Background: an optimization exercise with open tools, aiming at small area, a short achievable clock period and few clock cycles per item. Do not read the settings as production practice.
In this exercise RTL edits were held to simulation tests only and were not proved equivalent to the original.
The flow treats the clock pin as an ideal source, which a real chip does not have.
No activity file was given, so power comes from the tool's default toggle rates.

== job 101 ==
## ebus_decoder
module ebus_decoder (
    input  wire         clk,
    input  wire         rst,
    input  wire         in_valid,
    input  wire [7:0]   in_data,
    output wire         in_ready,
    output wire         tel_valid,
    output wire [7:0]   tel_src,
    output wire [7:0]   tel_dest,
    output wire [7:0]   tel_cmd_hi,
    output wire [7:0]   tel_cmd_lo,
    output wire [4:0]   tel_len,
    output wire [127:0] tel_payload,
    output wire [7:0]   tel_crc,
    output wire         tel_has_rsp,
    output wire [4:0]   tel_rsp_len,
    output wire [127:0] tel_rsp_payload,
    output wire [7:0]   tel_rsp_crc,
    output wire         dfr_evt_valid,
    output wire [3:0]   dfr_evt_code,
    output wire [7:0]   dfr_evt_a,
    output wire [7:0]   dfr_evt_b,
    output wire         fsm_evt_valid,
    output wire [3:0]   fsm_evt_code,
    output wire         fsm_evt_rsp,
    output wire [7:0]   fsm_evt_a,
    output wire [7:0]   fsm_evt_b
);
  assign in_ready = 1'b1;
  wire       log_valid;
  wire [7:0] log_byte;
  wire       log_syn, log_zero, log_nack, log_gt16;
  wire       dfr_frm, dfr_sts;
  wire [5:0] dfr_a_lo;
  ebus_deframer u_deframer (
      .clk      (clk),
      .rst      (rst),
      .raw_valid(in_valid),
      .raw_byte (in_data),
      .log_valid(log_valid),
      .log_byte (log_byte),
      .log_syn  (log_syn),
      .log_zero (log_zero),
      .log_nack (log_nack),
      .log_gt16 (log_gt16),
      .evt_valid(dfr_evt_valid),
      .evt_frm  (dfr_frm),
      .evt_sts  (dfr_sts),
      .evt_a_lo (dfr_a_lo),
      .evt_b    (dfr_evt_b)
  );
  assign dfr_evt_code = {2'b00, dfr_sts, dfr_frm};
  assign dfr_evt_a    = {dfr_frm, dfr_frm, dfr_a_lo};
  wire [2:0] evt_code;
  ebus_telegram_fsm u_fsm (
      .clk        (clk),
      .rst        (rst),
      .in_valid   (log_valid),
      .in_byte    (log_byte),
      .in_syn     (log_syn),
  ...
==> flow/config.mk <==
export PLATFORM = sky130hd
export DESIGN_NAME = ebus_decoder
export DESIGN_NICKNAME = ebus_decoder
export VERILOG_FILES = /design/flow/design.v
export SDC_FILE = /design/flow/constraint.sdc
export NUM_CORES = 4
export LEC_CHECK = 0
export CAP_MARGIN = 20
export CORE_MARGIN = 2
export CORE_UTILIZATION = 40
export CTS_CLUSTER_DIAMETER = 80
export CTS_CLUSTER_SIZE = 30
export SETUP_SLACK_MARGIN = 2.9
export SLEW_MARGIN = 20
==> flow/constraint.sdc <==
create_clock -name core_clock -period 5.0 [get_ports {clk}]
set_input_delay 1.0000 -clock core_clock [delete_from_list [all_inputs] [get_ports {clk}]]
set_output_delay 1.0000 -clock core_clock [all_outputs]
set_load 0.01 [all_outputs]
standard.sh (not shown) runs the stock make flow with config.mk's settings and CLKGATE_MAP_FILE= SYNTH_SCRIPT=/design/flow/synth_recipe.tcl, a recipe that flattens the netlist after the stock synthesis.
==> flow/flow/run.sh <==
#!/bin/bash
# Standard ORFS layout (the standard.sh, standard synthesis unchanged),
# except that:
#  - the port buffers are buf_1 instead of the cell buffer_ports picks;
#  - after CTS the clock tree's root buffer is removed, so the clock port
#    drives the tree's first-level buffers (2 to 4 of them) directly.
set -euo pipefail
export BUFFER_PORTS_ARGS="-buffer_cell sky130_fd_sc_hd__buf_1"
export PRE_CTS_TCL="$PWD/flow/prects.tcl"
bash standard.sh finish > standard_flow.log 2>&1
==> flow/flow/prects.tcl <==
# Run before CTS: after clock_tree_synthesis, drop the tree's root buffer
# so that the clock port drives the first-level tree buffers directly.
source [file join [file dirname [info script]] rmroot.tcl]
rename clock_tree_synthesis my_orig_clock_tree_synthesis
proc clock_tree_synthesis {args} {
  my_orig_clock_tree_synthesis {*}$args
  my_remove_clock_root
}
==> flow/flow/rmroot.tcl <==
proc my_remove_clock_root {} {
  set blk [ord::get_db_block]
  foreach inst [$blk getInsts] {
    set m [[$inst getMaster] getName]
    if {![string match "sky130_fd_sc_hd__clkbuf_*" $m]} continue
    set a [$inst findITerm A]
    set inet [$a getNet]
    if {$inet eq "NULL" || [$inet getName] ne "clk"} continue
    set onet [[$inst findITerm X] getNet]
    set loads {}
    foreach it [$onet getITerms] {
      if {[$it getInst] ne $inst} { lappend loads $it }
    }
    if {[llength $loads] > 4 || [llength [$inet getITerms]] != 1} {
      puts "my_remove_clock_root: keeping [$inst getName] ([llength $loads] loads)"
      continue
    }
    foreach it $loads { $it disconnect; $it connect $inet }
    puts "my_remove_clock_root: removed [$inst getName], port now drives [llength $loads] buffers"
    odb::dbInst_destroy $inst
    odb::dbNet_destroy $onet
  }
}
Testbench counts of job 101, summed over its fixed seeds: cycles 13,828, bytes 13,812.
Setup changes, job 101 to job 102
Settings: clearing CTS_CLUSTER_SIZE, which used to be 30; swapping 40 for 70 in CORE_UTILIZATION; clearing CTS_CLUSTER_DIAMETER, which used to be 80.
==> flow/flow/run.sh <==
#!/bin/bash
# Standard ORFS layout (the standard.sh, standard synthesis unchanged),
# except that the port buffers are the smallest buffer, buf_1, instead of
# the cell buffer_ports picks by default.
set -euo pipefail
export BUFFER_PORTS_ARGS="-buffer_cell sky130_fd_sc_hd__buf_1"
bash standard.sh finish > standard_flow.log 2>&1
removed: flow/flow/prects.tcl
removed: flow/flow/rmroot.tcl
Notes after the runs:
- Job 101 has completed all stages; timing, DRC and antenna checks passed.
- Job 102: flow completed, timing, DRC and antenna clean
- Comparing job 101 and job 102, minimum hold slack is higher on job 102.
- Job 102: die area about 40% below job 101
- Compare job 101 and job 102 | sequential share of layout area lower: job 102
- On job 102: leakage power figure is 12% higher than what job 101 gave.
Here is what was changed in the inputs of job 103 compared with job 102.
Settings: changing CORE_UTILIZATION from 70 to 40; changing SETUP_SLACK_MARGIN from 2.9 to 2.8; setting CTS_CLUSTER_DIAMETER to 80 for the first time; setting CTS_CLUSTER_SIZE to 30 for the first time.
Clock network area share was lower in job 103 than in job 102. Looking at number of nets in the layout, job 103 sits about 2.6% lower than job 102 does. Compared with job 102, in job 103 cell area power density dropped about 12%; relative contribution of sequential cells to total power climbed 10 points; hold slack dropped 0.012 ns. Looking at job 102 and job 103, the fraction of area in multi-input gates is a wash. Going from job 102 to job 103, number of fill cells in the layout shows an increase of 2,168, data arrival time of the critical path shows a reduction of 0.17 ns, count of buffers not belonging to the clock network in the layout shows a reduction of 11.
Edits applied to the flow inputs when going from job 103 to job 104:
Settings: SETUP_SLACK_MARGIN now 3.0, was 2.8; CTS_CLUSTER_SIZE no longer set, was 30; CTS_CLUSTER_DIAMETER no longer set, was 80.
Results
Cmp job 104 vs job 103: global routing usage on met2 lower in job 104. Diff job 103 -> job 104: worst reg-to-reg path cell count went down by 2; total power of the final layout went up by about 23%; cell area went up by 11%; first-pass iteration count of the detailed router was more or less identical. Job 104 vs. job 103: highest clock rate shrank by 0.37%; routing usage on met1 down 0.26 points.

re-timing with driven ports:
How much do the figures lean on ideal ports? The routed layouts below were timed once more, with nothing changed but the port constraints. Step 1, drivers: a clkbuf_16 drives clk and a buf_2 each remaining input, both assumed. Step 2 times the ports against the registers' clock, not the clock port: input delays grow and output delays shrink by t, the midpoint of the rising clock arrivals with the driver on. Three values: ideal ports, drivers, drivers and shift; two values: the first two.
run | shift t [ns] | setup slack, ns | worst hold slack (ns) | worst setup path at the end | cell pins on the clock port's net
job 101 | 0.449 | 2.863 / 2.814 / 2.637 | 0.468 / 0.468 / 0.468 | input to register | 2
job 102 | 0.581 | 2.643 / 2.597 / 2.542 | 0.484 / 0.484 / 0.484 | input to register | 1
job 103 | 0.570 | 2.806 / 2.759 / 2.484 | 0.472 / 0.472 / 0.472 | input to register | 1
job 104 | 0.577 | 2.798 / 2.750 / 2.589 | 0.482 / 0.482 / 0.482 | input to register | 1
After both steps every run listed still meets setup and hold. For job 103, which loses most, drivers alone change the setup slack by -0.047 ns; drivers and shift together by -0.322 ns.
